Context: an optimization exercise on an open-source flow, tuned for small area, a short achievable clock period and few clock cycles per item. The choices shown serve that exercise and are no tape-out recipe. Where RTL was checked, it was by simulation tests only, not by an equivalence proof against the original. Only the layout flow was run in runs 1 to 6; the RTL was not checked for function there. Power figures rest on the tool's default switching activity, not on a simulated workload.

[flow/run.sh]
#!/bin/bash
# The standard layout, with plain buf_1 cells as the port buffers.
set -euo pipefail
export BUFFER_PORTS_ARGS="-buffer_cell sky130_fd_sc_hd__buf_1"
bash standard.sh > standard_flow.log 2>&1
[standard.sh]
#!/bin/bash
# synth_recipe.tcl (not shown) runs the flow's synth.tcl, then flattens the netlist and writes it again
# the make line also repeats each setting of config.mk as NAME=value (left out here)
make -C /OpenROAD-flow-scripts/flow DESIGN_CONFIG=/design/flow/config.mk WORK_HOME=/design/flow/orfs CLKGATE_MAP_FILE= SYNTH_SCRIPT=/design/flow/synth_recipe.tcl "${@:-finish}"
[config.mk]
export PLATFORM = sky130hd
export DESIGN_NAME = tpe_fparse
export DESIGN_NICKNAME = tpe_fparse
export VERILOG_FILES = /design/flow/design.v
export SDC_FILE = /design/flow/constraint.sdc
export NUM_CORES = 4
export LEC_CHECK = 0
export ABC_CLOCK_PERIOD_IN_PS = 2000
export CAP_MARGIN = 20
export CORE_MARGIN = 2
export CORE_UTILIZATION = 40
export CTS_CLUSTER_DIAMETER = 100
export CTS_CLUSTER_SIZE = 28
export SETUP_SLACK_MARGIN = 2.3
export SLEW_MARGIN = 20
[constraint.sdc]
create_clock -name core_clock -period 4.5 [get_ports {clk}]
set_input_delay 0.9000 -clock core_clock [delete_from_list [all_inputs] [get_ports {clk}]]
set_output_delay 0.9000 -clock core_clock [all_outputs]
set_load 0.01 [all_outputs]
[design.v]
module tpe_fparse (
    input  wire         clk,
    input  wire         rst,
    input  wire         in_valid,
    input  wire [7:0]   in_data,
    input  wire         in_last,
    output reg          in_ready,
    output reg          out_valid,
    input  wire         out_ready,
    output reg          out_end,
    output wire [7:0]   out_kind,
    output reg          out_success,
    output reg  [31:0]  out_word,
    output wire [15:0]  out_period,
    output reg          out_flag,
    output reg  [103:0] out_temps,
    output reg  [15:0]  out_cursor
);
    localparam [7:0]  SYNC0       = 8'hCA;
    localparam [7:0]  SYNC1       = 8'hFE;
    localparam [15:0] CRC_POLY    = 16'h1021;
    localparam [15:0] CRC_INIT    = 16'hFFFF;
    function [15:0] crc_byte;
        input [15:0] c_in;
        input [7:0]  b;
        reg   [15:0] c;
        integer      i;
        begin
            c = c_in ^ {b, 8'h00};
            for (i = 0; i < 8; i = i + 1)
                c = c[15] ? ((c << 1) ^ CRC_POLY) : (c << 1);
            crc_byte = c;
        end
    endfunction
    reg  [8:0]  fidx;          
    reg         zlen;          
    wire [8:0]  fe = zlen ? 9'd0 : fidx;
    reg  [8:0]  flen;          
    reg         at_last;       
    reg         stopped;       
    reg  [15:0] crc_rx;
    reg  [15:0] crc;
    reg  [2:0]  kind;
    reg         chk;           
    reg  [3:0]  crcgood;       
    reg         lastp;         
    reg         fresh;         
    reg         end_pending;
    reg         end_zero;      
    reg         zq;            
    assign out_kind   = {5'd0, kind};
    assign out_period = out_temps[15:0];
    wire out_free = !out_valid || out_ready;
    wire take = in_valid && in_ready;
    wire wr = !out_valid;      
    wire type_ok = (in_data[7:3] == 5'd0) && (in_data[2:0] != 3'd0) && (in_data[2:0] != 3'd7);
    reg  hdr_bad;
    always @(*) begin
        case (fe)
            9'd0:    hdr_bad = (in_data != SYNC0);
            9'd1:    hdr_bad = (in_data != SYNC1);
            9'd4:    hdr_bad = !type_ok;
            default: hdr_bad = 1'b0;
        endcase
    end
    wire f6 = (fe == 9'd6);
    wire frame_done = f6 ? (in_data == 8'd0) : at_last;
    wire [15:0] crc_next = crc_byte(crc, in_data);
    reg  rec_len_ok;
    always @(*) begin
        case (kind)
            3'd4:    rec_len_ok = (flen >= 9'd24);
            3'd3:    rec_len_ok = (flen >= 9'd13);
            3'd6:    rec_len_ok = (flen != 9'd7);
            default: rec_len_ok = 1'b1;
        endcase
    end
    wire        crc_ok   = chk && (&crcgood);
    wire        rec_b    = crc_ok && rec_len_ok;
    wire [9:0]  csum_lo  = {1'b0, out_cursor[8:0]} + {1'b0, flen};
    wire [6:0]  cur_hi1  = out_cursor[15:9] + 7'd1;
    wire [15:0] csum     = {csum_lo[9] ? cur_hi1 : out_cursor[15:9], csum_lo[8:0]};
    integer k;
    always @(posedge clk) begin
        case (fe)
            9'd2: crc_rx[7:0]  <= in_data;
            9'd3: crc_rx[15:8] <= in_data;
            9'd4: if (wr) kind        <= in_data[2:0];
            9'd5: if (wr) out_success <= (in_data != 8'd0);
            9'd7: if (wr) out_flag    <= (in_data != 8'd0);
            9'd6: flen <= {1'b0, in_data} + 9'd7;
            default: ;
        endcase
        for (k = 0; k < 4; k = k + 1)
            if (wr && fe == 9'd7 + k) out_word[8*k +: 8] <= in_data;
        for (k = 0; k < 13; k = k + 1)
            if (wr && fe == 9'd11 + k) out_temps[8*k +: 8] <= in_data;
        if (fe < 9'd4)
            crc <= CRC_INIT;
        else if (take)
            crc <= crc_next;
        for (k = 0; k < 4; k = k + 1)
            crcgood[k] <= (crc_next[4*k +: 4] == crc_rx[4*k +: 4]);
    end
    reg s0v, s0e, s1v, s1z, s2v;
    reg cur_zero;
    reg restart;
    always @(posedge clk) begin
        s0v = out_valid;   s0e = out_end;
        s1v = end_pending; s1z = end_zero;
        s2v = zq;
        cur_zero = 1'b0;
        restart = take && (in_last || (!f6 && at_last));
        if (rst) begin
            fidx        <= 9'd0;
            zlen        <= 1'b0;
            at_last     <= 1'b0;
            stopped     <= 1'b0;
            chk         <= 1'b0;
            lastp       <= 1'b0;
            fresh       <= 1'b1;
            end_pending <= 1'b0;
            end_zero    <= 1'b0;
            zq          <= 1'b0;
            out_valid   <= 1'b0;
            in_ready    <= 1'b1;
        end else begin
            chk   <= take && frame_done && !stopped;
            lastp <= take && in_last;
            zlen <= take && f6 && (in_data == 8'd0) && !in_last;
            if (restart) begin
                fidx    <= 9'd0;
                at_last <= 1'b0;
            end else if (take) begin
                fidx    <= fe + 9'd1;
                at_last <= f6 ? (in_data == 8'd1) : (fe + 9'd2 == flen);
            end else
                fidx    <= fe;
            if (take && in_last)
                stopped <= 1'b0;
            else if ((take && !stopped && hdr_bad) || (chk && !(&crcgood) && !lastp))
                stopped <= 1'b1;
            if (crc_ok)
                fresh <= 1'b0;
            if (lastp)
                fresh <= 1'b1;
            if (fresh && !out_valid && !lastp)
                cur_zero = 1'b1;
            if (out_free) begin
                s0v = s1v;  s0e = 1'b1;
                if (s1v && s1z)
                    cur_zero = 1'b1;
                s1v = s2v;  s1z = 1'b1;
                s2v = 1'b0;
            end
            if (rec_b) begin
                s0v = 1'b1; s0e = 1'b0;
                if (lastp) begin
                    s1v = 1'b1; s1z = 1'b0;
                end
            end else if (lastp) begin
                if (!s0v) begin
                    s0v = 1'b1; s0e = 1'b1;
                    if (fresh) cur_zero = 1'b1;
                end else if (!s1v) begin
                    s1v = 1'b1; s1z = s0e;
                    if (fresh && !s0e) cur_zero = 1'b1;
                end else
                    s2v = 1'b1;
            end
            if (crc_ok)
                out_cursor <= csum;
            else if (cur_zero)
                out_cursor <= 16'd0;
            out_valid   <= s0v;
            out_end     <= s0e;
            end_pending <= s1v;
            end_zero    <= s1z;
            zq          <= s2v;
            in_ready    <= !(take && in_last) && !s2v &&
                           !(s0v && !restart && (take ? (fe >= 9'd3) : (fe >= 9'd4)));
        end
    end
endmodule
==> run_results.csv, run 1 <==
group,metric,value,unit
timing,rsz0062_at_grt,"true",
power_and_ir_drop,fin_total_pwr,3.67,mW
finish,final_cells,1123,
setup_path,endpoint_kind,"flop",
setup_path,r2r_cells,9,
timing,slew_viol_final,0,
finish,num-nets-final,867,
placement,post_dp_cell_area,10000,um2
routing,wl_per_cell,19.4,um
run,cap_violations,0,
global_route,grt_max_degree,41,
global_route,grt_pass1_vias,5506,
setup_path,r2r-end,"at_last",
setup_path,crit_fanout,6,
logic_synthesis,synth_seq_area_share,0.696,
timing,relSlewSlack,0.580,
min_path,hp-start,"stopped",
routing,met2_length,11000,um
global_route,grt_usage,0.178,
routing,drt_pass1_iterations,5,
placement,numPortBuffers,188,
logic_synthesis,synth_xor_area_frac,0.0744,
floorplanning,row_count,55,
global_route,grt-ovfl-total,0,
setup_path,rrSetupSlack,2.24,ns
floorplanning,initial_core_util,0.403,
global_route,antenna_found_initial,0,
clock_tree,clk_latency,0.48,ns
logic_synthesis,ys_warn_count,1,
clock_tree,ctsHoldBuffers,0,
power_and_ir_drop,powerDensity,341,nW/um2
min_path,worstHoldPathType,"reg2reg",
routing,num_vias,5620,
finish,diodes,0,
setup_path,cp.required,4.89,ns
clock_tree,htreeDepth,1,
logic_synthesis,synth-simple-area-share,0.107,
routing,post_drt_via_cell_ratio,5.00,
routing,drt_wl_total,21800,um
placement,routabilityCongestion,0.783,
finish,final_core_utilization,0.480,
floorplanning,ios,194,
routing,dr.max_layer_used,"met4",
finish,drive_gt1_frac,0.141,
setup_path,worst_setup_path_start_kind,"flop",
power_and_ir_drop,irDropWorstVdd,0.000272,V
logic_synthesis,yosysTopAreaCell,"edfxtp_1",
floorplanning,die_w,154,um
routing,ant_nets,0,
timing,setup_viol,0,
min_path,min_to,"chk",
logic_synthesis,synth_top_family_by_area,"simple AND/OR/NAND/NOR gates",
timing,min_period,2.26,ns
floorplanning,core,22400,um2
logic_synthesis,ys_types,54,
setup_path,cp.arrival,2.65,ns
routing,wl_met1,9410,um
logic_synthesis,avgSynthCellArea,14.2,um2
logic_synthesis,synth_mux_area_frac,0.00111,
logic_synthesis,synth-adder-area-share,0.0313,
clock_tree,cts_max_path_buffers,3,
timing,tightest_slew,0.630,ns
logic_synthesis,ys_ff_latch,223,
logic_synthesis,synth_compound_area_frac,0.0564,
clock_tree,cts_sinks,223,
timing,setup_tns,0,ns
timing,fin_crit_sh,0.503,
logic_synthesis,synth_ff_type,"edfxtp_1",
setup_path,critPathKind,"reg2reg",
setup_path,r2r-start,"zlen",
clock_tree,cts-root-buf,"clkbuf_16",
placement,post-dp-hpwl,15000,um
timing,fin_hold_ws,0.443,ns
clock_tree,cts_buffers,12,
power_and_ir_drop,leakagePower,3.59,nW
floorplanning,die_area,23800,um2
logic_synthesis,synthTopCellsByArea,"edfxtp_1 (61%), dfxtp_1 (8.9%), xnor2_1 (4.4%)",
finish,final_area,10800,um2
min_path,holdPathStages,1,
logic_synthesis,synth_cells,635,
global_route,grt_pass1_wl,32700,um
clock_tree,cts_tree,"built",
routing,drc,0,
routing,met3_length,959,um
timing,finClkSkew,0.0174,ns
logic_synthesis,synth_top_cell_area_share,0.608,
logic_synthesis,netlist_area,9040,um2
logic_synthesis,async_flop_share,0,
timing,setup_ws,2.24,ns
outcome,outcome,"no timing/DRC/antenna violations",
placement,dp_cells,1082,
timing,max_freq,0.442,GHz
finish,syn_to_final_growth,19.0,%
clock_tree,clk_pin_slew,0.10,ns
routing,drt-initial-drc-count,429,
floorplanning,die_h,154,um
logic_synthesis,synth_edf_count,183,
placement,dp_slack,1.63,ns
timing,hold_violations,0,
==> critical path, stage by stage (launching register included) <==
cell and delay [ns]:
dfxtp_4 0.37, nand2b_1 0.19, inv_2 0.10, ha_2 0.23
nand2_1 0.06, or3b_4 0.40, xnor2_1 0.13, nor4_1 0.24
nand4_1 0.21, a211oi_1 0.25
==> cell usage after synthesis (3+ instances only) <==
cell type	n
buf_2	3
nor2b_1	10
buf_4	22
nor3_1	15
nand2_1	45
clkbuf_1	11
a21o_1	3
nor2_1	36
o21a_1	4
o211ai_1	16
a21oi_1	11
dfxtp_1	40
o21ai_0	10
a211oi_1	6
nor4_1	10
a31oi_1	7
and3_1	8
nand2b_1	8
inv_1	17
edfxtp_1	183
xor2_1	20
or3_1	5
xnor2_1	45
and2_1	16
or2_2	3
nand4_1	10
nand3_1	14
ha_1	21
==> metal layers <==
| metal | GRT usage | vias up |
|---|---|---|
| li1 | - | 2677 |
| met1 | 0.239 | 2771 |
| met2 | 0.305 | 138 |
| met3 | 0.0277 | 34 |
| met4 | 0.0467 | 0 |
| met5 | 0 | - |
==> power breakdown <==
| group | total (mW) | switching (mW) | internal [mW] |
|---|---|---|---|
| Combinational | 0.221 | 0.143 | 0.0783 |
| Sequential | 2.26 | 0.0135 | 2.24 |
| Clock | 1.19 | 0.648 | 0.544 |
==> placed cells by master, fill, tap and decap left out, types with 3 or more instances in the layout <==
master,synthesis,layout
xor2_2,2,3
nor4_1,10,8
nor2b_4,0,3
nand2b_1,8,7
and2_4,0,10
nor2b_1,10,5
conb_1,1,5
buf_2,3,5
buf_12,0,3
a21oi_1,11,9
nand2_1,45,43
nand3_1,14,14
a211oi_1,6,6
nor2_4,0,3
o21ai_0,10,8
and3_1,8,6
edfxtp_1,183,183
o21a_1,4,4
nor2_1,36,32
nand4_1,10,10
a21o_1,3,3
a31oi_1,7,6
or2_2,3,3
xnor2_1,45,45
o211ai_1,16,16
xor2_1,20,19
clkbuf_16,0,13
and2_2,0,3
or3_1,5,4
ha_2,0,4
nor3_1,15,13
dfxtp_1,40,36
buf_1,1,181
clkbuf_1,11,4
buf_4,22,27
and2_1,16,3
ha_1,21,17
inv_1,17,16
==> registers in the layout, indices dropped and copies added, names as in the netlist, 3 cells and up <==
name and flops:
fidx 9, out_word 32, crc 16, kind 3, out_temps 104, flen 9, out_cursor 16, crc_rx 16
crcgood 4
==> logic make-up (layout without fill, tap and decap cells) <==
group	after synthesis	in the layout
and+or+nand+nor	189	189
adders and majority gates	22	22
muxes	1	1
AOI/OAI and AO/OA	73	73
other	1	5
buffers and inverters	56	255
xor gates and xnor gates	70	70
DFF	223	223
==> how the worst max path moves through the flow <==
stage                          start          to  slack [ns]  cells past startpoint
after detailed placement  in_data[5]  crcgood[3]        1.63                      6
after global placement    in_data[5]  crcgood[3]        1.65                      6
after global routing         fidx[3]     at_last        2.16                      6
after CTS                    fidx[2]     at_last        2.16                      9
after floorplan                 zlen     at_last        2.30                     10
final                           zlen     at_last        2.24                      9
==> area by class of cell <==
cell class,count,area [um2]
tap,285,357
sequential,223,6310
clock inverter,3,22.5
clock buffer,17,340
timing repair buffer,218,980
inverter,17,63.8
multi-input combinational,360,2690
fill,2002,11700
==> repair_timing <==
action / 4_1_cts / 5_1_grt
pin swaps: 5 / 11
setup buffers: 9 / 12
setup endpoints to repair: 192 / 126
endpoints found under the hold margin: 0 / 0
gates resized for setup: 52 / 27
==> inputs of run 2 (changes only) <==
--- a/config.mk
+++ b/config.mk
@@ -12,4 +12,4 @@
 export CTS_CLUSTER_DIAMETER = 100
 export CTS_CLUSTER_SIZE = 28
-export SETUP_SLACK_MARGIN = 2.3
+export SETUP_SLACK_MARGIN = 2.45
 export SLEW_MARGIN = 20
==> run 2 against run 1 <==
  * Largest cell class unchanged
  * Clock skew increased by 0.0038 ns
  * Area after synthesis unchanged
  * Worst hold slack improved by 0.037 ns
  * Highest routed layer unchanged
  * Via count increased by 3.0%
  * Flip-flop and latch count unchanged
  * Clock power about the same
  * Combinational power increased by about 10%
  * Critical path depth decreased by 7
  * Still clean
==> run_results.csv, run 2 <==
group,metric,value,unit
power_and_ir_drop,power_frac_comb,0.065,
global_route,grt_pass1_vias,5476,
setup_path,worst_setup_path_start_kind,"flop",
global_route,antenna_found_initial,0,
setup_path,critPathKind,"reg2out",
logic_synthesis,synth_edf_count,183,
timing,setup_tns,0,ns
finish,multiInputGateArea,2900,um2
placement,numPortBuffers,188,
run,cap_violations,0,
logic_synthesis,synthTopCellsByArea,"edfxtp_1 (61%), dfxtp_1 (8.9%), xnor2_1 (4.4%)",
setup_path,slowest_delay,0.43,ns
outcome,outcome,"no timing/DRC/antenna violations",
timing,setup_viol,0,
placement,post-dp-hpwl,14800,um
power_and_ir_drop,p_clk_frac,0.328,
min_path,worstHoldPathType,"reg2reg",
timing,finClkSkew,0.0212,ns
routing,drc,0,
timing,hold_violations,0,
routing,ant_nets,0,
setup_path,slowest_stage,"edfxtp_1",
clock_tree,cts_buffers,12,
finish,regMostFlops,"out_temps",
logic_synthesis,synth_cells,635,
finish,num-nets-final,878,
clock_tree,cts_max_path_buffers,3,
timing,relSlewSlack,0.560,
timing,min_period,2.10,ns
floorplanning,initial_core_util,0.403,
clock_tree,ctsHoldBuffers,0,
logic_synthesis,synth_top_cell_area_share,0.608,
clock_tree,cts_tree,"built",
routing,drt-initial-drc-count,452,
power_and_ir_drop,power_frac_seq,0.607,
logic_synthesis,avgSynthCellArea,14.2,um2
finish,syn_to_final_growth,22.8,%
power_and_ir_drop,power.switching,0.829,mW
logic_synthesis,ys_ff_latch,223,
placement,routabilityCongestion,0.804,
clock_tree,cts_sinks,223,
power_and_ir_drop,fin_total_pwr,3.72,mW
clock_tree,clk_latency,0.48,ns
setup_path,worstSetupStartpoint,"out_cursor[1]",
timing,max_freq,0.476,GHz
logic_synthesis,ys_warn_count,1,
global_route,grt_pass1_wl,33200,um
logic_synthesis,netlist_area,9040,um2
timing,slew_viol_final,0,
power_and_ir_drop,irDropWorstVdd,0.000253,V
finish,regArea,6310,um2
clock_tree,clk_pin_slew,0.11,ns
finish,drive_gt1_frac,0.176,
timing,rsz0062_at_grt,"true",
timing,fin_crit_sh,0.467,
floorplanning,die_w,154,um
logic_synthesis,async_flop_share,0,
routing,num_vias,5791,
global_route,grt-ovfl-total,0,
global_route,grt_usage,0.182,
setup_path,r2r_cells,4,
logic_synthesis,ys_types,54,
finish,final_common_cell,"edfxtp_1",
power_and_ir_drop,leakagePower,3.69,nW
min_path,hp-start,"stopped",
routing,drt_wl_total,22300,um
setup_path,cp.arrival,1.20,ns
setup_path,r2r-end,"out_temps[70]",
logic_synthesis,yosysTopAreaCell,"edfxtp_1",
logic_synthesis,synth_seq_area_share,0.696,
setup_path,cp-endpoint,"out_cursor[1]",
power_and_ir_drop,p_sw_frac,0.223,
finish,largest_register_ffs,104,
routing,wl_per_cell,19.7,um
clock_tree,htreeDepth,1,
routing,post_drt_via_cell_ratio,5.11,
timing,tightest_slew,0.658,ns
floorplanning,die_h,154,um
routing,drt_pass1_iterations,4,
power_and_ir_drop,intPower,2.89,mW
floorplanning,core,22400,um2
floorplanning,die_area,23800,um2
setup_path,crit_chain,"buf_4 > clkbuf_2",
finish,reg.largest.list,"out_temps (104), out_word (32)",
power_and_ir_drop,powerDensity,335,nW/um2
floorplanning,row_count,55,
finish,diodes,0,
setup_path,r2r-start,"fidx[7]",
setup_path,crit_fanout,2,
setup_path,endpoint_kind,"output pin",
setup_path,rrSetupSlack,2.43,ns
finish,fillCellCount,1954,
setup_path,cp.required,3.60,ns
clock_tree,cts-root-buf,"clkbuf_16",
finish,final_core_utilization,0.495,
logic_synthesis,synth_ff_type,"edfxtp_1",
logic_synthesis,yosysMostFrequentCell,"edfxtp_1",
logic_synthesis,synth.top_cells.by_count,"edfxtp_1 (183), nand2_1 (45), xnor2_1 (45)",
finish,final_cell_mix,"edfxtp_1 (183), buf_1 (182), nand2_1 (43)",
floorplanning,ios,194,
global_route,grt_max_degree,41,
-- run 2: cell counts after synthesis --
No cell type changed its count.
-- run 2: critical path: cells and delay by family (launching register included) --
family | cells | cell delay (ns)
DFF | 1 | 0.43
buffers and inverters | 2 | 0.29
-- run 2: power groups by stage --
stage	Clock [mW]	Sequential [mW]	Combinational, mW
2_1_floorplan	0	2.30	0.135
3_3_place_gp	0	2.30	0.209
3_5_place_dp	0	2.30	0.211
4_1_cts	1.25	2.26	0.229
5_1_grt	1.31	2.26	0.266
6_report	1.22	2.26	0.243
-- run 2: cells by family after synthesis --
kind of cell / Yosys count / synth area share
mux: 1 / 0.00111
flops: 223 / 0.696
simple gates: 189 / 0.107
xor+xnor: 70 / 0.0744
fa+ha+maj: 22 / 0.0313
other cells: 1 / 0.000415
compound gates: 73 / 0.0564
buf+inv: 56 / 0.0331
-- run 2: timing repair --
| item | CTS | global route |
|---|---|---|
| setup buffers | 20 | 13 |
| gates resized for setup | 71 | 27 |
| cloned | 1 | 0 |
| setup endpoints to repair | 194 | 182 |
| pin swaps | 20 | 16 |
-- run 2: how the worst min path moves through the flow --
| stage | slack, ns | endpoint | cells after the start |
|---|---|---|---|
| final | 0.48 | chk | 1 |
| after global routing | 0.49 | chk | 1 |
| after CTS | 0.47 | chk | 1 |
| after detailed placement | 0.44 | chk | 1 |
| after global placement | 0.45 | chk | 1 |
| after floorplan | 0.42 | chk | 1 |
-- run 2: cell type report --
class / count / share of cell area
clock buffer: 17 / 0.0306
multi-input combinational: 361 / 0.261
inverter: 17 / 0.00687
sequential: 223 / 0.568
clock inverter: 3 / 0.00304
timing repair buffer: 228 / 0.0982
tap: 285 / 0.0321
-- run 2: stage by stage --
step / instances / hold WS, ns / cell area, um2 / setup slack (ns)
after global routing: 1134 / 0.492 / 11100 / 2.34
after CTS: 1121 / 0.469 / 10900 / 2.37
after detailed placement: 1080 / 0.442 / 10100 / 1.66
after global placement: 1080 / 0.451 / 10100 / 1.70
after floorplan: 639 / 0.424 / 9260 / 2.33
final: 1134 / 0.480 / 11100 / 2.40
-- run 2: layer usage --
metal	global-route usage	up-vias	wire length (um)
met2	0.309	171	11300
met3	0.0266	29	971
met4	0.0481	0	488
li1	-	2702	-
met5	0	-	0
met1	0.246	2889	9570
==> inputs of run 3 (changes only) <==
--- a/design.v
+++ b/design.v
@@ -33,8 +33,8 @@
         end
     endfunction
-    reg  [8:0]  fidx;          
-    reg         zlen;          
-    wire [8:0]  fe = zlen ? 9'd0 : fidx;
-    reg  [8:0]  flen;          
+    reg  [8:0]  fidx;
+    reg         rs;
+    wire [8:0]  fe = rs ? 9'd0 : fidx;
+    reg  [7:0]  rem;           
     reg         at_last;       
     reg         stopped;       
@@ -70,7 +70,7 @@
     always @(*) begin
         case (kind)
-            3'd4:    rec_len_ok = (flen >= 9'd24);
-            3'd3:    rec_len_ok = (flen >= 9'd13);
-            3'd6:    rec_len_ok = (flen != 9'd7);
+            3'd4:    rec_len_ok = (fidx >= 9'd23);
+            3'd3:    rec_len_ok = (fidx >= 9'd12);
+            3'd6:    rec_len_ok = (fidx != 9'd6);
             default: rec_len_ok = 1'b1;
         endcase
@@ -78,5 +78,5 @@
     wire        crc_ok   = chk && (&crcgood);
     wire        rec_b    = crc_ok && rec_len_ok;
-    wire [9:0]  csum_lo  = {1'b0, out_cursor[8:0]} + {1'b0, flen};
+    wire [9:0]  csum_lo  = {1'b0, out_cursor[8:0]} + {1'b0, fidx} + 10'd1;
     wire [6:0]  cur_hi1  = out_cursor[15:9] + 7'd1;
     wire [15:0] csum     = {csum_lo[9] ? cur_hi1 : out_cursor[15:9], csum_lo[8:0]};
@@ -89,5 +89,4 @@
             9'd5: if (wr) out_success <= (in_data != 8'd0);
             9'd7: if (wr) out_flag    <= (in_data != 8'd0);
-            9'd6: flen <= {1'b0, in_data} + 9'd7;
             default: ;
         endcase
@@ -96,4 +95,8 @@
         for (k = 0; k < 13; k = k + 1)
             if (wr && fe == 9'd11 + k) out_temps[8*k +: 8] <= in_data;
+        if (f6)
+            rem <= in_data;
+        else if (take)
+            rem <= rem - 8'd1;
         if (fe < 9'd4)
             crc <= CRC_INIT;
@@ -111,8 +114,8 @@
         s2v = zq;
         cur_zero = 1'b0;
-        restart = take && (in_last || (!f6 && at_last));
+        restart = take && (in_last || frame_done);
         if (rst) begin
             fidx        <= 9'd0;
-            zlen        <= 1'b0;
+            rs          <= 1'b0;
             at_last     <= 1'b0;
             stopped     <= 1'b0;
@@ -128,11 +131,11 @@
             chk   <= take && frame_done && !stopped;
             lastp <= take && in_last;
-            zlen <= take && f6 && (in_data == 8'd0) && !in_last;
+            rs <= restart;
             if (restart) begin
-                fidx    <= 9'd0;
+                fidx    <= fe;
                 at_last <= 1'b0;
             end else if (take) begin
                 fidx    <= fe + 9'd1;
-                at_last <= f6 ? (in_data == 8'd1) : (fe + 9'd2 == flen);
+                at_last <= f6 ? (in_data == 8'd1) : (fe >= 9'd7 && rem == 8'd2);
             end else
                 fidx    <= fe;
@@ -179,5 +182,5 @@
             zq          <= s2v;
             in_ready    <= !(take && in_last) && !s2v &&
-                           !(s0v && !restart && (take ? (fe >= 9'd3) : (fe >= 9'd4)));
+                           !(s0v && (take ? (!restart && fe >= 9'd3) : (fe >= 9'd4)));
         end
     end
--- a/config.mk
+++ b/config.mk
@@ -12,4 +12,4 @@
 export CTS_CLUSTER_DIAMETER = 100
 export CTS_CLUSTER_SIZE = 28
-export SETUP_SLACK_MARGIN = 2.45
+export SETUP_SLACK_MARGIN = 2.3
 export SLEW_MARGIN = 20
==> run 3 against run 2 <==
  * Flip-flop and latch count is 1 lower
  * First-iteration DRC count is 16% higher
  * Non-clock buffer count is 9 higher
  * Total power is 4.2% lower
  * Fmax is 11% lower
  * Still clean on timing, DRC and antenna
  * Clock power is 12% lower
  * Sequential power hardly changed
  * Clock skew is 0.0070 ns lower
  * Core utilization is 0.20 points higher
  * Global-route usage is 0.57 points lower
  * Combinational power is 3% lower
  * Area after synthesis is 2.3% lower
==> run_results.csv, run 3 <==
group,metric,value,unit
outcome,outcome,"no timing/DRC/antenna violations",
power_and_ir_drop,power.switching,0.751,mW
logic_synthesis,async_flop_share,0,
finish,drive_gt1_frac,0.178,
floorplanning,die_w,153,um
logic_synthesis,synth_xor_area_frac,0.0654,
floorplanning,die_h,153,um
finish,num-nets-final,862,
setup_path,crit_fanout,5,
logic_synthesis,synthTopCellsByArea,"edfxtp_1 (62%), dfxtp_1 (9.1%), xnor2_1 (4.5%)",
timing,setup_viol,0,
logic_synthesis,ys_types,59,
finish,multiInputGateArea,2640,um2
routing,ant_nets,0,
logic_synthesis,synth_edf_count,182,
clock_tree,cts_sinks,222,
finish,reg.largest.list,"out_temps (104), out_word (32)",
logic_synthesis,synth_compound_area_frac,0.0568,
run,cap_violations,0,
routing,post_drt_via_cell_ratio,5.14,
finish,regArea,6290,um2
floorplanning,die_area,23300,um2
logic_synthesis,synth.top_cells.by_count,"edfxtp_1 (182), nor2_1 (54), xnor2_1 (45)",
floorplanning,initial_core_util,0.406,
timing,fin_hold_ws,0.441,ns
finish,final_cells,1116,
min_path,worstHoldPathType,"reg2reg",
finish,final_cell_mix,"edfxtp_1 (182), buf_1 (181), nor2_1 (53)",
finish,syn_to_final_growth,22.4,%
power_and_ir_drop,power_frac_comb,0.066,
logic_synthesis,synth-adder-area-share,0.0249,
setup_path,worst_setup_path_start_kind,"input pin",
power_and_ir_drop,irDropWorstVdd,0.000186,V
power_and_ir_drop,power_frac_seq,0.634,
finish,final_core_utilization,0.497,
logic_synthesis,ys_ff_latch,222,
clock_tree,cts-root-buf,"clkbuf_16",
timing,rsz0062_at_grt,"true",
global_route,grt_usage,0.176,
finish,final_common_cell,"edfxtp_1",
routing,num_vias,5738,
placement,routabilityCongestion,0.798,
logic_synthesis,synth_mux_area_frac,0.00241,
setup_path,critPathKind,"in2reg",
setup_path,endpoint_kind,"flop",
timing,relSlewSlack,0.310,
logic_synthesis,yosysMostFrequentCell,"edfxtp_1",
routing,drt_pass1_iterations,5,
placement,dp_cells,1060,
floorplanning,row_count,54,
logic_synthesis,avgSynthCellArea,14.4,um2
logic_synthesis,ys_warn_count,1,
logic_synthesis,synth_ff_type,"edfxtp_1",
clock_tree,cts_tree,"built",
floorplanning,core,21800,um2
finish,regMostFlops,"out_temps",
clock_tree,cts_max_path_buffers,3,
clock_tree,clk_pin_slew,0.11,ns
clock_tree,clk_latency,0.47,ns
placement,post-dp-hpwl,13800,um
routing,drt_wl_total,21200,um
logic_synthesis,netlist_area,8830,um2
finish,largest_register_ffs,104,
logic_synthesis,yosysTopAreaCell,"edfxtp_1",
routing,drt-initial-drc-count,523,
timing,slew_viol_final,0,
timing,max_freq,0.426,GHz
floorplanning,ios,194,
logic_synthesis,synth-simple-area-share,0.110,
setup_path,cp.arrival,2.67,ns
global_route,grt_max_degree,37,
timing,tightest_slew,1.04,ns
setup_path,cp.required,4.82,ns
power_and_ir_drop,p_clk_frac,0.300,
finish,diodes,0,
power_and_ir_drop,intPower,2.81,mW
timing,finClkSkew,0.0141,ns
global_route,antenna_found_initial,0,
logic_synthesis,synth_cells,614,
logic_synthesis,synth_seq_area_share,0.709,
routing,drc,0,
global_route,grt-ovfl-total,0,
timing,fin_crit_sh,0.522,
timing,hold_violations,0,
global_route,grt_pass1_vias,5329,
power_and_ir_drop,fin_total_pwr,3.56,mW
logic_synthesis,synth_top_cell_area_share,0.619,
power_and_ir_drop,powerDensity,329,nW/um2
clock_tree,cts_buffers,11,
logic_synthesis,synth_top_family_by_area,"simple AND/OR/NAND/NOR gates",
routing,wl_per_cell,19.0,um
placement,numPortBuffers,188,
global_route,grt_pass1_wl,32400,um
power_and_ir_drop,p_sw_frac,0.211,
timing,setup_tns,0,ns
finish,fillCellCount,1871,
clock_tree,ctsHoldBuffers,0,
timing,min_period,2.35,ns
power_and_ir_drop,leakagePower,3.66,nW
clock_tree,htreeDepth,1,
[run 3: metal layers]
layer	global-route usage	part of all wire	vias up
li1	-	-	2661
met1	0.265	0.46	2797
met2	0.275	0.45	259
met3	0.0262	0.071	21
met4	0.0322	0.014	0
met5	0	0	-
[run 3: per-stage QoR]
stage	cell area [um2]	worst slack, ns
2_1_floorplan	8920	1.95
3_3_place_gp	9830	1.42
3_5_place_dp	9840	1.35
4_1_cts	10600	2.17
5_1_grt	10800	2.06
6_report	10800	2.15
[run 3: logic make-up (layout without fill, tap and decap cells)]
kind of cell | Yosys count | in the layout
flops | 222 | 222
xor+xnor | 66 | 66
fa+ha+maj | 17 | 17
buf+inv | 49 | 266
simple gates | 188 | 189
other cells | 1 | 5
mux | 2 | 2
compound gates | 69 | 69
[run 3: worst max-delay path, stage by stage]
cell      delay (ns)
buf_8           0.10
buf_12          0.11
or4_4           0.48
or3_4           0.39
o211ai_4        0.35
buf_6           0.16
nor2_2          0.03
a21oi_1         0.10
nor2_1          0.05
[run 3: final timing paths]
path	startpoint	to	slack, ns	cells after the start
worst max-delay path	in_data[7]	fidx[1]	2.15	9
worst min-delay path	stopped	chk	0.44	1
worst min register to register	stopped	chk	0.44	1
worst max register to register	fidx[6]	fidx[1]	2.16	7
[run 3: area by class of cell]
| cell class | count | area share |
|---|---|---|
| Inverter | 12 | 0.00463 |
| Timing Repair Buffer | 237 | 0.109 |
| Tap cell | 280 | 0.0324 |
| Multi-Input combinational cell | 348 | 0.244 |
| Sequential cell | 222 | 0.582 |
| Clock buffer | 17 | 0.0285 |
[run 3: power groups by stage]
stage	sequential (mW)	clock, mW	combinational (mW)
6_report	2.26	1.07	0.236
5_1_grt	2.26	1.16	0.260
4_1_cts	2.26	1.10	0.227
3_5_place_dp	2.31	0	0.195
3_3_place_gp	2.31	0	0.193
2_1_floorplan	2.30	0	0.118
[run 3: what timing repair did]
item,4_1_cts,5_1_grt
cloned,2,0
endpoints found under the setup margin,206,101
setup buffers,24,13
resized for setup,72,28
pin swaps,24,14
==> inputs of run 4 (changes only) <==
--- a/design.v
+++ b/design.v
@@ -70,7 +70,7 @@
     always @(*) begin
         case (kind)
-            3'd4:    rec_len_ok = (fidx >= 9'd23);
-            3'd3:    rec_len_ok = (fidx >= 9'd12);
-            3'd6:    rec_len_ok = (fidx != 9'd6);
+            3'd4:    rec_len_ok = (fidx >= 9'd24);
+            3'd3:    rec_len_ok = (fidx >= 9'd13);
+            3'd6:    rec_len_ok = (fidx != 9'd7);
             default: rec_len_ok = 1'b1;
         endcase
@@ -78,5 +78,5 @@
     wire        crc_ok   = chk && (&crcgood);
     wire        rec_b    = crc_ok && rec_len_ok;
-    wire [9:0]  csum_lo  = {1'b0, out_cursor[8:0]} + {1'b0, fidx} + 10'd1;
+    wire [9:0]  csum_lo  = {1'b0, out_cursor[8:0]} + {1'b0, fidx};
     wire [6:0]  cur_hi1  = out_cursor[15:9] + 7'd1;
     wire [15:0] csum     = {csum_lo[9] ? cur_hi1 : out_cursor[15:9], csum_lo[8:0]};
@@ -131,13 +131,10 @@
             chk   <= take && frame_done && !stopped;
             lastp <= take && in_last;
-            rs <= restart;
-            if (restart) begin
-                fidx    <= fe;
+            rs   <= restart;
+            fidx <= take ? fe + 9'd1 : fe;
+            if (restart)
                 at_last <= 1'b0;
-            end else if (take) begin
-                fidx    <= fe + 9'd1;
+            else if (take)
                 at_last <= f6 ? (in_data == 8'd1) : (fe >= 9'd7 && rem == 8'd2);
-            end else
-                fidx    <= fe;
             if (take && in_last)
                 stopped <= 1'b0;
@@ -182,5 +179,6 @@
             zq          <= s2v;
             in_ready    <= !(take && in_last) && !s2v &&
-                           !(s0v && (take ? (!restart && fe >= 9'd3) : (fe >= 9'd4)));
+                           !(s0v && (take ? (!(in_last || (!f6 && at_last)) && fe >= 9'd3)
+                                          : (fe >= 9'd4)));
         end
     end
==> run 4 against run 3 <==
  * Still clean
  * Area after synthesis shrank 0.40%
  * Fmax grew 6.1%
  * Clock skew grew 0.0041 ns
  * Critical endpoint is now rem[0]
  * Sequential power is essentially flat
  * Final cell count shrank 2.1%
  * Worst hold slack gained 0.043 ns
  * Largest cell class unchanged
  * Critical path type is now reg2reg
  * Total power is essentially flat
  * Non-clock buffer count shrank 22
==> run_results.csv, run 4 <==
group,metric,value,unit
power_and_ir_drop,power_frac_comb,0.059,
finish,final_core_utilization,0.484,
global_route,grt_usage,0.174,
logic_synthesis,synthTopCellsByArea,"edfxtp_1 (62%), dfxtp_1 (9.1%), xnor2_1 (4.1%)",
setup_path,critPathKind,"reg2reg",
setup_path,endpoint_kind,"flop",
placement,post-dp-hpwl,14000,um
global_route,grt_pass1_wl,31400,um
outcome,outcome,"no timing/DRC/antenna violations",
timing,hold_violations,0,
timing,max_freq,0.452,GHz
floorplanning,row_count,54,
global_route,grt_max_degree,44,
global_route,grt-ovfl-total,0,
logic_synthesis,ys_ff_latch,222,
global_route,grt_pass1_vias,5258,
setup_path,worst_setup_path_start_kind,"flop",
placement,numPortBuffers,188,
floorplanning,initial_core_util,0.406,
routing,drt_wl_total,20900,um
power_and_ir_drop,power_frac_seq,0.636,
logic_synthesis,ys_types,56,
logic_synthesis,netlist_area,8800,um2
setup_path,r2r_cells,5,
setup_path,crit_fanout,8,
min_path,holdPathStages,2,
finish,final_cell_mix,"buf_1 (187), edfxtp_1 (182), nand2_1 (40)",
min_path,worstHoldPathType,"reg2reg",
timing,setup_tns,0,ns
floorplanning,die_area,23200,um2
clock_tree,cts-root-buf,"clkbuf_16",
logic_synthesis,synth_top_cell_area_share,0.621,
routing,drt-initial-drc-count,322,
timing,fin_hold_ws,0.484,ns
routing,post_drt_via_cell_ratio,5.02,
logic_synthesis,synth_edf_count,182,
power_and_ir_drop,powerDensity,340,nW/um2
routing,wl_per_cell,19.1,um
floorplanning,die_h,152,um
logic_synthesis,synth.top_cells.by_count,"edfxtp_1 (182), nand2_1 (41), xnor2_1 (41)",
power_and_ir_drop,intPower,2.79,mW
power_and_ir_drop,p_clk_frac,0.305,
finish,final_common_cell,"buf_1",
floorplanning,core,21700,um2
routing,ant_nets,0,
clock_tree,cts_buffers,11,
finish,num-nets-final,839,
clock_tree,htreeDepth,1,
floorplanning,die_w,152,um
setup_path,rrSetupSlack,2.29,ns
power_and_ir_drop,irDropWorstVdd,0.000187,V
setup_path,r2r-end,"rem[0]",
finish,syn_to_final_growth,19.3,%
clock_tree,cts_max_path_buffers,3,
clock_tree,clk_pin_slew,0.11,ns
run,cap_violations,0,
setup_path,cp.arrival,2.41,ns
finish,drive_gt1_frac,0.128,
timing,setup_viol,0,
clock_tree,cts_tree,"built",
logic_synthesis,yosysTopAreaCell,"edfxtp_1",
power_and_ir_drop,power.switching,0.770,mW
setup_path,cp.required,4.69,ns
clock_tree,clk_latency,0.47,ns
finish,reg.largest.list,"out_temps (104), out_word (32)",
finish,fillCellCount,1903,
floorplanning,ios,194,
logic_synthesis,synth_seq_area_share,0.712,
min_path,min_to,"fresh",
finish,largest_register_ffs,104,
timing,tightest_slew,0.973,ns
logic_synthesis,avgSynthCellArea,14.3,um2
min_path,hp-start,"fresh",
timing,relSlewSlack,0.351,
global_route,antenna_found_initial,0,
finish,diodes,0,
power_and_ir_drop,leakagePower,3.49,nW
logic_synthesis,async_flop_share,0,
timing,slew_viol_final,0,
power_and_ir_drop,p_sw_frac,0.216,
timing,fin_crit_sh,0.492,
routing,drc,0,
placement,routabilityCongestion,0.830,
logic_synthesis,synth_ff_type,"edfxtp_1",
timing,rsz0062_at_grt,"true",
setup_path,r2r-start,"fidx[6]",
logic_synthesis,ys_warn_count,1,
finish,regMostFlops,"out_temps",
routing,num_vias,5492,
clock_tree,cts_sinks,222,
routing,drt_pass1_iterations,5,
timing,finClkSkew,0.0183,ns
timing,min_period,2.21,ns
logic_synthesis,yosysMostFrequentCell,"edfxtp_1",
logic_synthesis,synth_cells,616,
clock_tree,ctsHoldBuffers,0,
[run 4: per-stage QoR]
step	power [mW]	worst slack (ns)	std cells	area, um2
2_1_floorplan	2.43	2.27	620	8860
3_3_place_gp	2.51	1.58	1060	9770
3_5_place_dp	2.51	1.57	1060	9770
4_1_cts	3.59	2.28	1084	10300
5_1_grt	3.68	2.19	1093	10500
6_report	3.56	2.29	1093	10500
[run 4: per-layer routing]
metal  track usage  wire length [um]
met5             0                 0
met4        0.0449               340
met3        0.0284              1070
met2         0.285              9910
met1         0.243              9590
[run 4: cell type report]
type                            instances  area [um2]  area share
Clock buffer                           17         308      0.0293
Inverter                               20        75.1     0.00715
Multi-Input combinational cell        339        2540       0.242
Sequential cell                       222        6280       0.598
Tap cell                              280         350      0.0334
Timing Repair Buffer                  215         946      0.0901
[run 4: worst max-delay path, cell delays in order, from the launching register on]
cell     delay (ns)
dfxtp_2        0.36
or4_4          0.58
buf_6          0.15
or4_4          0.56
buf_4          0.17
nand2_4        0.11
[run 4: kinds of logic after synthesis]
kind of cell	Yosys count	share of synthesized area
flops	222	0.712
xor+xnor	59	0.0587
compound gates	78	0.0610
mux	1	0.00114
fa+ha+maj	17	0.0250
simple gates	179	0.106
other cells	1	0.000426
buf+inv	59	0.0351
[run 4: how the worst max path moves through the flow]
| stage | depth (start not counted) | slack [ns] | to | start |
|---|---|---|---|---|
| after floorplan | 4 | 2.27 | out_word[24] | fidx[5] |
| after global placement | 7 | 1.58 | crcgood[1] | in_data[4] |
| after detailed placement | 7 | 1.57 | crcgood[1] | in_data[4] |
| after CTS | 1 | 2.28 | out_valid | out_valid |
| after global routing | 8 | 2.19 | at_last | rs |
| final | 5 | 2.29 | rem[0] | fidx[6] |
[run 4: power by group through the flow]
stage	clock (mW)	sequential, mW	combinational (mW)
finish	1.09	2.27	0.209
global route	1.18	2.27	0.231
CTS	1.11	2.27	0.204
detailed placement	0	2.31	0.196
global placement	0	2.31	0.196
floorplan	0	2.31	0.118
[run 4: timing repair]
item | CTS | global route
pin swaps | 4 | 7
buffers inserted | 7 | 9
gates resized for setup | 52 | 24
endpoints found under the setup margin | 192 | 89
==> inputs of run 5 (changes only) <==
--- a/config.mk
+++ b/config.mk
@@ -6,5 +6,5 @@
 export NUM_CORES = 4
 export LEC_CHECK = 0
-export ABC_CLOCK_PERIOD_IN_PS = 2000
+export ABC_CLOCK_PERIOD_IN_PS = 1500
 export CAP_MARGIN = 20
 export CORE_MARGIN = 2
==> run 5 against run 4 <==
  * Final cell count did not move
  * Highest routed layer unchanged
  * Global-route usage unchanged
  * Still clean
  * Die area is the same
  * Critical path depth stayed put
  * Via count did not move
  * Critical endpoint unchanged
  * Core utilization did not move
  * Cell area stayed put
  * Register-to-register slack is essentially flat
==> run_results.csv, run 5 <==
group,metric,value,unit
timing,tightest_slew,0.973,ns
global_route,grt_usage,0.174,
clock_tree,cts-root-buf,"clkbuf_16",
clock_tree,cts_buffers,11,
placement,routabilityCongestion,0.830,
routing,drt-initial-drc-count,322,
routing,wl_per_cell,19.1,um
logic_synthesis,synth_top_cell_area_share,0.621,
finish,final_area,10500,um2
power_and_ir_drop,power_frac_comb,0.059,
global_route,use_met3,0.0284,
global_route,use_met2,0.285,
routing,drt_wl_total,20900,um
clock_tree,clk_latency,0.47,ns
power_and_ir_drop,leakagePower,3.49,nW
power_and_ir_drop,power.switching,0.770,mW
finish,multiInputGateArea,2540,um2
logic_synthesis,async_flop_share,0,
logic_synthesis,ys_types,56,
global_route,grt_most_used_layer,"met2",
logic_synthesis,yosysMostFrequentCell,"edfxtp_1",
finish,diodes,0,
logic_synthesis,synth_seq_area_share,0.712,
routing,num_vias,5492,
logic_synthesis,yosysTopAreaCell,"edfxtp_1",
global_route,grt_pass1_wl,31400,um
timing,min_period,2.21,ns
floorplanning,initial_core_util,0.406,
setup_path,cp.arrival,2.41,ns
finish,regArea,6280,um2
timing,rsz0062_at_grt,"true",
timing,finClkSkew,0.0183,ns
finish,num-nets-final,839,
power_and_ir_drop,power_frac_seq,0.636,
finish,reg.largest.list,"out_temps (104), out_word (32)",
setup_path,cp.required,4.69,ns
routing,post_drt_via_cell_ratio,5.02,
setup_path,worst_setup_path_start_kind,"flop",
floorplanning,ios,194,
logic_synthesis,synth_edf_count,182,
global_route,grt_max_degree,44,
setup_path,critPathKind,"reg2reg",
timing,hold_violations,0,
finish,final_core_utilization,0.484,
logic_synthesis,ys_ff_latch,222,
power_and_ir_drop,p_sw_frac,0.216,
logic_synthesis,ys_warn_count,1,
logic_synthesis,netlist_area,8800,um2
setup_path,endpoint_kind,"flop",
power_and_ir_drop,irDropWorstVdd,0.000187,V
floorplanning,die_w,152,um
global_route,antenna_found_initial,0,
finish,final_common_cell,"buf_1",
timing,fin_crit_sh,0.492,
placement,post_dp_cell_area,9770,um2
floorplanning,row_count,54,
logic_synthesis,synth_cells,616,
logic_synthesis,synthTopCellsByArea,"edfxtp_1 (62%), dfxtp_1 (9.1%), xnor2_1 (4.1%)",
power_and_ir_drop,p_clk_frac,0.305,
global_route,grt_use_met1,0.243,
floorplanning,die_h,152,um
outcome,outcome,"no timing/DRC/antenna violations",
global_route,grt_pass1_vias,5258,
logic_synthesis,synth.top_cells.by_count,"edfxtp_1 (182), nand2_1 (41), xnor2_1 (41)",
run,cap_violations,0,
floorplanning,die_area,23200,um2
global_route,grt-ovfl-total,0,
min_path,worstHoldPathType,"reg2reg",
finish,syn_to_final_growth,19.3,%
clock_tree,cts_sinks,222,
clock_tree,cts_tree,"built",
finish,fillCellCount,1903,
logic_synthesis,avgSynthCellArea,14.3,um2
timing,max_freq,0.452,GHz
floorplanning,core,21700,um2
setup_path,crit_fanout,8,
placement,numPortBuffers,188,
finish,drive_gt1_frac,0.128,
timing,slew_viol_final,0,
timing,setup_viol,0,
routing,ant_nets,0,
timing,setup_tns,0,ns
clock_tree,clk_pin_slew,0.11,ns
clock_tree,htreeDepth,1,
routing,drc,0,
power_and_ir_drop,intPower,2.79,mW
placement,post-dp-hpwl,14000,um
finish,largest_register_ffs,104,
power_and_ir_drop,powerDensity,340,nW/um2
routing,drt_pass1_iterations,5,
finish,regMostFlops,"out_temps",
finish,final_cell_mix,"buf_1 (187), edfxtp_1 (182), nand2_1 (40)",
logic_synthesis,synth_ff_type,"edfxtp_1",
clock_tree,cts_max_path_buffers,3,
timing,relSlewSlack,0.351,
timing,fin_hold_ws,0.484,ns
run 5: cell counts in the layout (fill, tap and decap cells not counted):
No cell type changed its count.
run 5: through the flow:
step	cells	power, mW	setup WS, ns
finish	1093	3.56	2.29
global route	1093	3.68	2.19
CTS	1084	3.59	2.28
detailed placement	1060	2.51	1.57
global placement	1060	2.51	1.58
floorplan	620	2.43	2.27
run 5: final timing paths:
| kind | from | endpoint | slack, ns | cells past startpoint |
|---|---|---|---|---|
| worst min register to register | fresh | fresh | 0.48 | 2 |
| worst max-delay path | fidx[6] | rem[0] | 2.29 | 5 |
| worst max register to register | fidx[6] | rem[0] | 2.29 | 5 |
| worst min-delay path | fresh | fresh | 0.48 | 2 |
run 5: cells by family (layout without fill, tap and decap cells):
kind of cell | Yosys count | in the layout | synth area share
AOI/OAI and AO/OA | 78 | 78 | 0.0610
xor gates and xnor gates | 59 | 59 | 0.0587
adders and majority gates | 17 | 17 | 0.0250
buffers and inverters | 59 | 252 | 0.0351
DFF | 222 | 222 | 0.712
muxes | 1 | 1 | 0.00114
other | 1 | 5 | 0.000426
and+or+nand+nor | 179 | 179 | 0.106
run 5: timing repair:
action                                  CTS  global route
gates resized for setup                  52            24
pin swaps                                 4             7
endpoints found under the setup margin  192            89
hold buffers                              0             0
setup buffers                             7             9
hold endpoints to repair                  0             0
run 5: power by group through the flow:
stage               clock network (mW)  registers [mW]  logic (mW)
floorplan                            0            2.31       0.118
global placement                     0            2.31       0.196
detailed placement                   0            2.31       0.196
CTS                               1.11            2.27       0.204
global route                      1.18            2.27       0.231
finish                            1.09            2.27       0.209
run 5: layout make-up:
type | count | share of cell area
flip-flops and latches | 222 | 0.598
multi-input cells | 339 | 0.242
repair buffers | 215 | 0.0901
well taps | 280 | 0.0334
clock buffers | 17 | 0.0293
inverters | 20 | 0.00715
run 5: metal layers:
metal  wire (um)  vias up
met1        9590     2684
met4         340        0
li1            -     2613
met5           0        -
met2        9910      171
met3        1070       24
run 5: worst max-delay path, cell delays in order, from the launching register on:
cell,delay [ns]
dfxtp_2,0.36
or4_4,0.58
buf_6,0.15
or4_4,0.56
buf_4,0.17
nand2_4,0.11
==> inputs of run 6 (changes only) <==
--- a/config.mk
+++ b/config.mk
@@ -6,5 +6,5 @@
 export NUM_CORES = 4
 export LEC_CHECK = 0
-export ABC_CLOCK_PERIOD_IN_PS = 1500
+export ABC_CLOCK_PERIOD_IN_PS = 2000
 export CAP_MARGIN = 20
 export CORE_MARGIN = 2
@@ -12,4 +12,4 @@
 export CTS_CLUSTER_DIAMETER = 100
 export CTS_CLUSTER_SIZE = 28
-export SETUP_SLACK_MARGIN = 2.3
+export SETUP_SLACK_MARGIN = 2.45
 export SLEW_MARGIN = 20
==> run 6 against run 5 <==
  * Fmax increased by 0.89%
  * Clock skew increased by 0.0028 ns
  * Global-route usage decreased by 0.31 points
  * Total power decreased by 0.32%
  * Critical path type unchanged
  * Clock power about the same
  * Still clean on timing, DRC and antenna
  * Cell area increased by 2.4%
  * Final cell count increased by 1.2%
  * Sequential power about the same
  * Critical path depth decreased by 1
==> run_results.csv, run 6 <==
group,metric,value,unit
power_and_ir_drop,power_frac_seq,0.638,
global_route,grt_pass1_wl,31000,um
power_and_ir_drop,p_sw_frac,0.211,
setup_path,crit_chain,"or4_4 > or4_4 > nor3_4 > and2_4",
logic_synthesis,synth_edf_count,182,
setup_path,worst_setup_path_start_kind,"flop",
clock_tree,cts_tree,"built",
timing,rsz0062_at_grt,"true",
clock_tree,cts-root-buf,"clkbuf_16",
setup_path,r2r-start,"fidx[5]",
logic_synthesis,synth_cells,616,
placement,post-dp-hpwl,14300,um
placement,dp_slack,1.63,ns
clock_tree,cts_max_path_buffers,3,
floorplanning,die_h,152,um
power_and_ir_drop,intPower,2.80,mW
min_path,worstHoldPathType,"reg2reg",
finish,final_area,10700,um2
setup_path,timing.critical_path.buf_inv,0,
setup_path,critPathKind,"reg2reg",
logic_synthesis,synth_top_cell_area_share,0.621,
timing,slew_viol_final,0,
routing,post_drt_via_cell_ratio,5.04,
timing,tightest_slew,0.993,ns
power_and_ir_drop,leakagePower,3.60,nW
power_and_ir_drop,power.switching,0.751,mW
outcome,outcome,"no timing/DRC/antenna violations",
global_route,grt_max_degree,44,
setup_path,critical_path.most_common_cell,"or4_4",
logic_synthesis,yosysMostFrequentCell,"edfxtp_1",
finish,diodes,0,
min_path,hp-start,"stopped",
logic_synthesis,async_flop_share,0,
logic_synthesis,synth_xor_area_frac,0.0587,
routing,num_vias,5579,
logic_synthesis,synth_seq_area_share,0.712,
floorplanning,core,21700,um2
clock_tree,clk_latency,0.46,ns
logic_synthesis,ys_ff_latch,222,
logic_synthesis,avgSynthCellArea,14.3,um2
logic_synthesis,synthTopCellsByArea,"edfxtp_1 (62%), dfxtp_1 (9.1%), xnor2_1 (4.1%)",
timing,fin_crit_sh,0.488,
finish,reg.largest.list,"out_temps (104), out_word (32)",
finish,largest_register_ffs,104,
setup_path,worstSetupStartpoint,"fidx[5]",
clock_tree,clk_pin_slew,0.11,ns
floorplanning,die_area,23200,um2
setup_path,cp.required,4.66,ns
run,cap_violations,0,
power_and_ir_drop,powerDensity,331,nW/um2
power_and_ir_drop,power_frac_comb,0.062,
logic_synthesis,synth-simple-area-share,0.106,
logic_synthesis,yosysTopAreaCell,"edfxtp_1",
timing,min_period,2.19,ns
finish,regMostFlops,"out_temps",
finish,final_cell_mix,"buf_1 (183), edfxtp_1 (182), nand2_1 (39)",
setup_path,crit_fanout,8,
setup_path,endpoint_kind,"flop",
timing,setup_viol,0,
power_and_ir_drop,p_clk_frac,0.300,
routing,drc,0,
global_route,grt-ovfl-total,0,
routing,drt_pass1_iterations,5,
global_route,grt_usage,0.171,
setup_path,slowest_stage,"or4_4",
floorplanning,initial_core_util,0.406,
setup_path,critPathTopFamily,"simple AND/OR/NAND/NOR gates",
floorplanning,row_count,54,
placement,numPortBuffers,188,
setup_path,cp.arrival,2.36,ns
timing,setup_tns,0,ns
logic_synthesis,synth_compound_area_frac,0.0610,
logic_synthesis,ys_warn_count,1,
placement,routabilityCongestion,0.854,
finish,num-nets-final,852,
clock_tree,cts_sinks,222,
global_route,grt_pass1_vias,5249,
setup_path,r2r-end,"out_word[11]",
routing,wl_per_cell,18.7,um
logic_synthesis,netlist_area,8800,um2
setup_path,r2r_cells,4,
power_and_ir_drop,irDropWorstVdd,0.000195,V
routing,drt-initial-drc-count,307,
setup_path,rrSetupSlack,2.31,ns
logic_synthesis,synth_ff_type,"edfxtp_1",
setup_path,worstSetupPathDepth,4,
logic_synthesis,synth-adder-area-share,0.0250,
finish,syn_to_final_growth,22.1,%
placement,post_dp_cell_area,9870,um2
power_and_ir_drop,fin_total_pwr,3.55,mW
finish,drive_gt1_frac,0.173,
timing,hold_violations,0,
timing,relSlewSlack,0.338,
timing,setup_ws,2.31,ns
clock_tree,ctsHoldBuffers,0,
global_route,antenna_found_initial,0,
routing,ant_nets,0,
setup_path,cp-endpoint,"out_word[11]",
clock_tree,cts_buffers,11,
timing,finClkSkew,0.0211,ns
logic_synthesis,synth_top_family_by_area,"simple AND/OR/NAND/NOR gates",
floorplanning,die_w,152,um
timing,max_freq,0.456,GHz
logic_synthesis,synth.top_cells.by_count,"edfxtp_1 (182), nand2_1 (41), xnor2_1 (41)",
logic_synthesis,synth_mux_area_frac,0.00114,
finish,final_common_cell,"buf_1",
floorplanning,ios,194,
logic_synthesis,ys_types,56,
routing,drt_wl_total,20700,um
clock_tree,htreeDepth,1,
setup_path,slowest_delay,0.58,ns
[run 6: worst min-delay path by stage]
stage	cells after the start	slack (ns)	end
global placement	1	0.44	chk
global route	1	0.48	chk
detailed placement	1	0.43	chk
finish	1	0.46	chk
CTS	1	0.46	chk
floorplan	1	0.42	chk
[run 6: timing repair]
item                                    in CTS  in global routing
cloned                                       0                  0
pin swaps                                   14                 15
resized for setup                           67                 22
buffers inserted                            19                 10
endpoints found under the setup margin     209                148
[run 6: cell type report]
class                   count  area [um2]
well taps                 280         350
inverters                  20        80.1
fillers                  1898       10900
clock buffers              17         308
repair buffers            228        1080
flip-flops and latches    222        6290
multi-input cells         339        2640
[run 6: cells by family after synthesis]
| logic type | count (synthesis) |
|---|---|
| flip-flops | 222 |
| AND/OR/NAND/NOR | 179 |
| buffers and inverters | 59 |
| other | 1 |
| AO/OA/AOI/OAI | 78 |
| multiplexers | 1 |
| XOR/XNOR | 59 |
| adder cells (fa/ha/maj) | 17 |
[run 6: routing by layer]
layer	up-vias	GRT usage	routed length, um
li1	2649	-	-
met1	2746	0.229	9110
met2	168	0.299	10300
met3	16	0.0225	964
met4	0	0.0369	289
met5	-	0	0
[run 6: power groups by stage]
| stage | Sequential (mW) | Combinational [mW] | Clock (mW) |
|---|---|---|---|
| 5_1_grt | 2.27 | 0.243 | 1.16 |
| 2_1_floorplan | 2.31 | 0.124 | 0 |
| 6_report | 2.27 | 0.222 | 1.07 |
| 3_3_place_gp | 2.31 | 0.199 | 0 |
| 4_1_cts | 2.27 | 0.213 | 1.10 |
| 3_5_place_dp | 2.31 | 0.201 | 0 |
[run 6: stage by stage]
step / util / hold WS, ns / cells
floorplan: - / 0.416 / 620
global placement: 0.455 / 0.437 / 1060
detailed placement: 0.455 / 0.430 / 1060
CTS: 0.486 / 0.455 / 1096
global route: 0.495 / 0.483 / 1106
finish: 0.495 / 0.460 / 1106
==> inputs of run 7 (changes only) <==
--- a/design.v
+++ b/design.v
@@ -36,4 +36,6 @@
     reg         rs;
     wire [8:0]  fe = rs ? 9'd0 : fidx;
+    reg         hz;            
+    wire [5:0]  fsel = {!(rs || hz), fe[4:0]};
     reg  [7:0]  rem;           
     reg         at_last;       
@@ -57,12 +59,12 @@
     reg  hdr_bad;
     always @(*) begin
-        case (fe)
-            9'd0:    hdr_bad = (in_data != SYNC0);
-            9'd1:    hdr_bad = (in_data != SYNC1);
-            9'd4:    hdr_bad = !type_ok;
+        case (fsel)
+            6'd0:    hdr_bad = (in_data != SYNC0);
+            6'd1:    hdr_bad = (in_data != SYNC1);
+            6'd4:    hdr_bad = !type_ok;
             default: hdr_bad = 1'b0;
         endcase
     end
-    wire f6 = (fe == 9'd6);
+    wire f6 = (fsel == 6'd6);
     wire frame_done = f6 ? (in_data == 8'd0) : at_last;
     wire [15:0] crc_next = crc_byte(crc, in_data);
@@ -83,21 +85,21 @@
     integer k;
     always @(posedge clk) begin
-        case (fe)
-            9'd2: crc_rx[7:0]  <= in_data;
-            9'd3: crc_rx[15:8] <= in_data;
-            9'd4: if (wr) kind        <= in_data[2:0];
-            9'd5: if (wr) out_success <= (in_data != 8'd0);
-            9'd7: if (wr) out_flag    <= (in_data != 8'd0);
+        case (fsel)
+            6'd2: crc_rx[7:0]  <= in_data;
+            6'd3: crc_rx[15:8] <= in_data;
+            6'd4: if (wr) kind        <= in_data[2:0];
+            6'd5: if (wr) out_success <= (in_data != 8'd0);
+            6'd7: if (wr) out_flag    <= (in_data != 8'd0);
             default: ;
         endcase
         for (k = 0; k < 4; k = k + 1)
-            if (wr && fe == 9'd7 + k) out_word[8*k +: 8] <= in_data;
+            if (wr && fsel == 6'd7 + k) out_word[8*k +: 8] <= in_data;
         for (k = 0; k < 13; k = k + 1)
-            if (wr && fe == 9'd11 + k) out_temps[8*k +: 8] <= in_data;
+            if (wr && fsel == 6'd11 + k) out_temps[8*k +: 8] <= in_data;
         if (f6)
             rem <= in_data;
         else if (take)
             rem <= rem - 8'd1;
-        if (fe < 9'd4)
+        if (fsel < 6'd4)
             crc <= CRC_INIT;
         else if (take)
@@ -117,4 +119,5 @@
         if (rst) begin
             fidx        <= 9'd0;
+            hz          <= 1'b1;
             rs          <= 1'b0;
             at_last     <= 1'b0;
@@ -133,8 +136,9 @@
             rs   <= restart;
             fidx <= take ? fe + 9'd1 : fe;
+            hz   <= (rs || hz) && !(take && fe[4:0] == 5'h1f);
             if (restart)
                 at_last <= 1'b0;
             else if (take)
-                at_last <= f6 ? (in_data == 8'd1) : (fe >= 9'd7 && rem == 8'd2);
+                at_last <= f6 ? (in_data == 8'd1) : (fsel >= 6'd7 && rem == 8'd2);
             if (take && in_last)
                 stopped <= 1'b0;
@@ -179,6 +183,6 @@
             zq          <= s2v;
             in_ready    <= !(take && in_last) && !s2v &&
-                           !(s0v && (take ? (!(in_last || (!f6 && at_last)) && fe >= 9'd3)
-                                          : (fe >= 9'd4)));
+                           !(s0v && (take ? (!(in_last || (!f6 && at_last)) && fsel >= 6'd3)
+                                          : (fsel >= 6'd4)));
         end
     end
--- a/config.mk
+++ b/config.mk
@@ -12,4 +12,4 @@
 export CTS_CLUSTER_DIAMETER = 100
 export CTS_CLUSTER_SIZE = 28
-export SETUP_SLACK_MARGIN = 2.45
+export SETUP_SLACK_MARGIN = 2.3
 export SLEW_MARGIN = 20
==> run 7 against run 6 <==
  * Sequential power about the same
  * Count of clock-buffer cells in the layout unchanged
  * Core utilization down 2.4 points
  * Still clean
  * Flip-flop and latch count up 1
  * Largest power group unchanged
  * Register-to-register slack better by 0.10 ns
  * Combinational power about the same
  * Highest routed layer unchanged
  * Non-clock buffer count down 27
==> run_results.csv, run 7 <==
group,metric,value,unit
logic_synthesis,synthTopCellsByArea,"edfxtp_1 (62%), dfxtp_1 (9.3%), xnor2_1 (3.3%)",
timing,tightest_slew,0.890,ns
finish,final_common_cell,"buf_1",
routing,drt_pass1_iterations,5,
global_route,grt_most_used_layer,"met2",
setup_path,cp.arrival,2.51,ns
global_route,grt-ovfl-total,0,
finish,final_cell_mix,"buf_1 (186), edfxtp_1 (182), nand2_1 (56)",
timing,rsz0062_at_grt,"false",
finish,diodes,0,
logic_synthesis,avgSynthCellArea,14.3,um2
clock_tree,cts_tree,"built",
timing,max_freq,0.468,GHz
timing,slew_viol_final,0,
logic_synthesis,synth_seq_area_share,0.711,
setup_path,endpoint_kind,"flop",
global_route,use_met2,0.270,
logic_synthesis,ys_ff_latch,223,
global_route,antenna_found_initial,0,
finish,num-nets-final,830,
logic_synthesis,synth.top_cells.by_count,"edfxtp_1 (182), nand2_1 (57), dfxtp_1 (41)",
logic_synthesis,yosysTopAreaCell,"edfxtp_1",
global_route,grt_use_met1,0.245,
power_and_ir_drop,powerDensity,347,nW/um2
floorplanning,row_count,54,
clock_tree,cts_buffers,11,
logic_synthesis,ys_warn_count,1,
global_route,grt_usage,0.168,
logic_synthesis,synth-simple-area-share,0.105,
setup_path,cp-endpoint,"crcgood[3]",
timing,setup_tns,0,ns
setup_path,r2r-end,"out_cursor[8]",
setup_path,worst_setup_path_start_kind,"input pin",
clock_tree,cts-root-buf,"clkbuf_16",
logic_synthesis,synth_top_family_by_area,"simple AND/OR/NAND/NOR gates",
timing,fin_crit_sh,0.474,
floorplanning,die_h,153,um
global_route,grt_max_degree,40,
clock_tree,cts_sinks,223,
routing,wl_per_cell,18.7,um
placement,post-dp-hpwl,14100,um
timing,min_period,2.13,ns
min_path,worstHoldPathType,"reg2reg",
floorplanning,initial_core_util,0.406,
routing,drc,0,
logic_synthesis,synth_compound_area_frac,0.0556,
floorplanning,die_area,23300,um2
setup_path,rrSetupSlack,2.41,ns
finish,final_core_utilization,0.471,
placement,routabilityCongestion,0.820,
routing,post_drt_via_cell_ratio,4.98,
placement,numPortBuffers,188,
logic_synthesis,async_flop_share,0,
global_route,grt_pass1_vias,4995,
setup_path,worstSetupStartpoint,"in_data[6]",
global_route,grt_pass1_wl,30800,um
floorplanning,die_w,153,um
clock_tree,cts_max_path_buffers,3,
logic_synthesis,synth_ff_type,"edfxtp_1",
placement,dp_slack,1.73,ns
power_and_ir_drop,irDropWorstVdd,0.000187,V
logic_synthesis,netlist_area,8840,um2
logic_synthesis,synth_xor_area_frac,0.0688,
timing,setup_ws,2.37,ns
power_and_ir_drop,leakagePower,3.40,nW
clock_tree,clk_pin_slew,0.10,ns
setup_path,r2r_cells,9,
timing,setup_viol,0,
logic_synthesis,synth-adder-area-share,0.0263,
floorplanning,ios,194,
timing,hold_violations,0,
setup_path,critPathKind,"in2reg",
logic_synthesis,ys_types,48,
finish,reg.largest.list,"out_temps (104), out_word (32)",
routing,drt_wl_total,20200,um
finish,fillCellCount,1893,
setup_path,cp.required,4.88,ns
finish,largest_register_ffs,104,
timing,relSlewSlack,0.407,
outcome,outcome,"no timing/DRC/antenna violations",
run,cap_violations,0,
logic_synthesis,synth_edf_count,182,
floorplanning,core,21800,um2
finish,regMostFlops,"out_temps",
clock_tree,htreeDepth,1,
logic_synthesis,synth_top_cell_area_share,0.618,
logic_synthesis,yosysMostFrequentCell,"edfxtp_1",
global_route,use_met3,0.0270,
finish,syn_to_final_growth,15.9,%
setup_path,crit_fanout,6,
finish,drive_gt1_frac,0.0859,
clock_tree,clk_latency,0.46,ns
routing,num_vias,5391,
timing,finClkSkew,0.0164,ns
routing,drt-initial-drc-count,409,
setup_path,r2r-start,"out_cursor[0]",
logic_synthesis,synth_cells,620,
logic_synthesis,synth_mux_area_frac,0,
routing,ant_nets,0,
[run 7: changes by cell type after synthesis, sizes merged, moves of 4 or more]
cell   delta
nor4      -6
nand2    +16
a31oi     +6
a21oi     -6
o21ai     +5
inv       -4
or4       -4
[run 7: logic make-up after synthesis]
kind of cell,count (synthesis)
adders and majority gates,18
buffers and inverters,55
other,1
AOI/OAI and AO/OA,75
and+or+nand+nor,188
DFF,223
xor gates and xnor gates,60
[run 7: cell type report]
class	count	area, um2	area share
inverters	16	60.1	0.00586
well taps	280	350	0.0342
flip-flops and latches	223	6290	0.614
repair buffers	201	822	0.0802
multi-input cells	346	2420	0.236
clock buffers	17	298	0.0291
[run 7: worst min-delay path by stage]
stage,end,slack [ns],cells after the start,from
5_1_grt,chk,0.48,1,stopped
4_1_cts,chk,0.46,1,stopped
6_report,chk,0.47,1,stopped
3_3_place_gp,chk,0.44,1,stopped
2_1_floorplan,chk,0.40,1,stopped
3_5_place_dp,chk,0.43,1,stopped
[run 7: layer usage]
layer | part of all wire | wire length [um] | up-vias
met2 | 0.47 | 9420 | 226
met1 | 0.46 | 9330 | 2587
li1 | - | - | 2567
met4 | 0.0074 | 149 | 0
met5 | 0 | 0 | -
met3 | 0.065 | 1310 | 11
[run 7: repair_timing]
action / CTS / global route
hold buffers: 0 / 0
pin swaps: 0 / 2
buffers inserted: 0 / 2
resized for setup: 19 / 17
endpoints found under the setup margin: 92 / 95
[run 7: power by group]
part           switching [mW]  internal (mW)  leakage, nW
sequential             0.0221           2.25         2.00
combinational           0.141         0.0784         1.26
clock                   0.600          0.464        0.143
total                   0.763           2.80         3.40
[run 7: worst max-delay path, cell delays in order]
cell     delay [ns]
buf_1          0.36
xor2_2         0.43
xnor2_4        0.19
xnor2_2        0.19
xnor2_1        0.18
nor4_2         0.25
[run 7: through the flow]
step | power [mW] | instance area [um2] | hold WS (ns) | instances
final | 3.56 | 10200 | 0.468 | 1083
after global routing | 3.69 | 10200 | 0.481 | 1083
after CTS | 3.58 | 10200 | 0.459 | 1081
after detailed placement | 2.53 | 9800 | 0.427 | 1064
after global placement | 2.53 | 9800 | 0.444 | 1064
after floorplan | 2.45 | 8890 | 0.400 | 624
Testbench counts of run 7, summed over its fixed seeds: cycles 60,390, bytes 59,167.

[separate check: timing with driven ports]
No port has a modelled driver above. Below, the same layouts with a new extraction and two added sets of constraints.
Step 1 assumes that a clkbuf_16 drives the clock port and a buf_2 every other input.
Step 2 times the ports against the registers' clock, not the clock port: input delays grow and output delays shrink by t, the midpoint of the rising clock arrivals with the driver on.
a / b / c = no drivers / after step 1 / after step 2; a / b = the first two.
run	t, ns	slack for setup (ns)
run 1	0.514	2.236 / 2.236 / 1.966
run 2	0.522	2.400 / 2.352 / 2.007
run 3	0.499	2.153 / 2.156 / 1.657
run 4	0.514	2.287 / 2.287 / 1.835
run 5	0.514	2.287 / 2.287 / 1.835
run 6	0.504	2.306 / 2.306 / 2.030
run 7	0.502	2.365 / 2.346 / 1.844
After both steps every run listed still meets setup and hold.
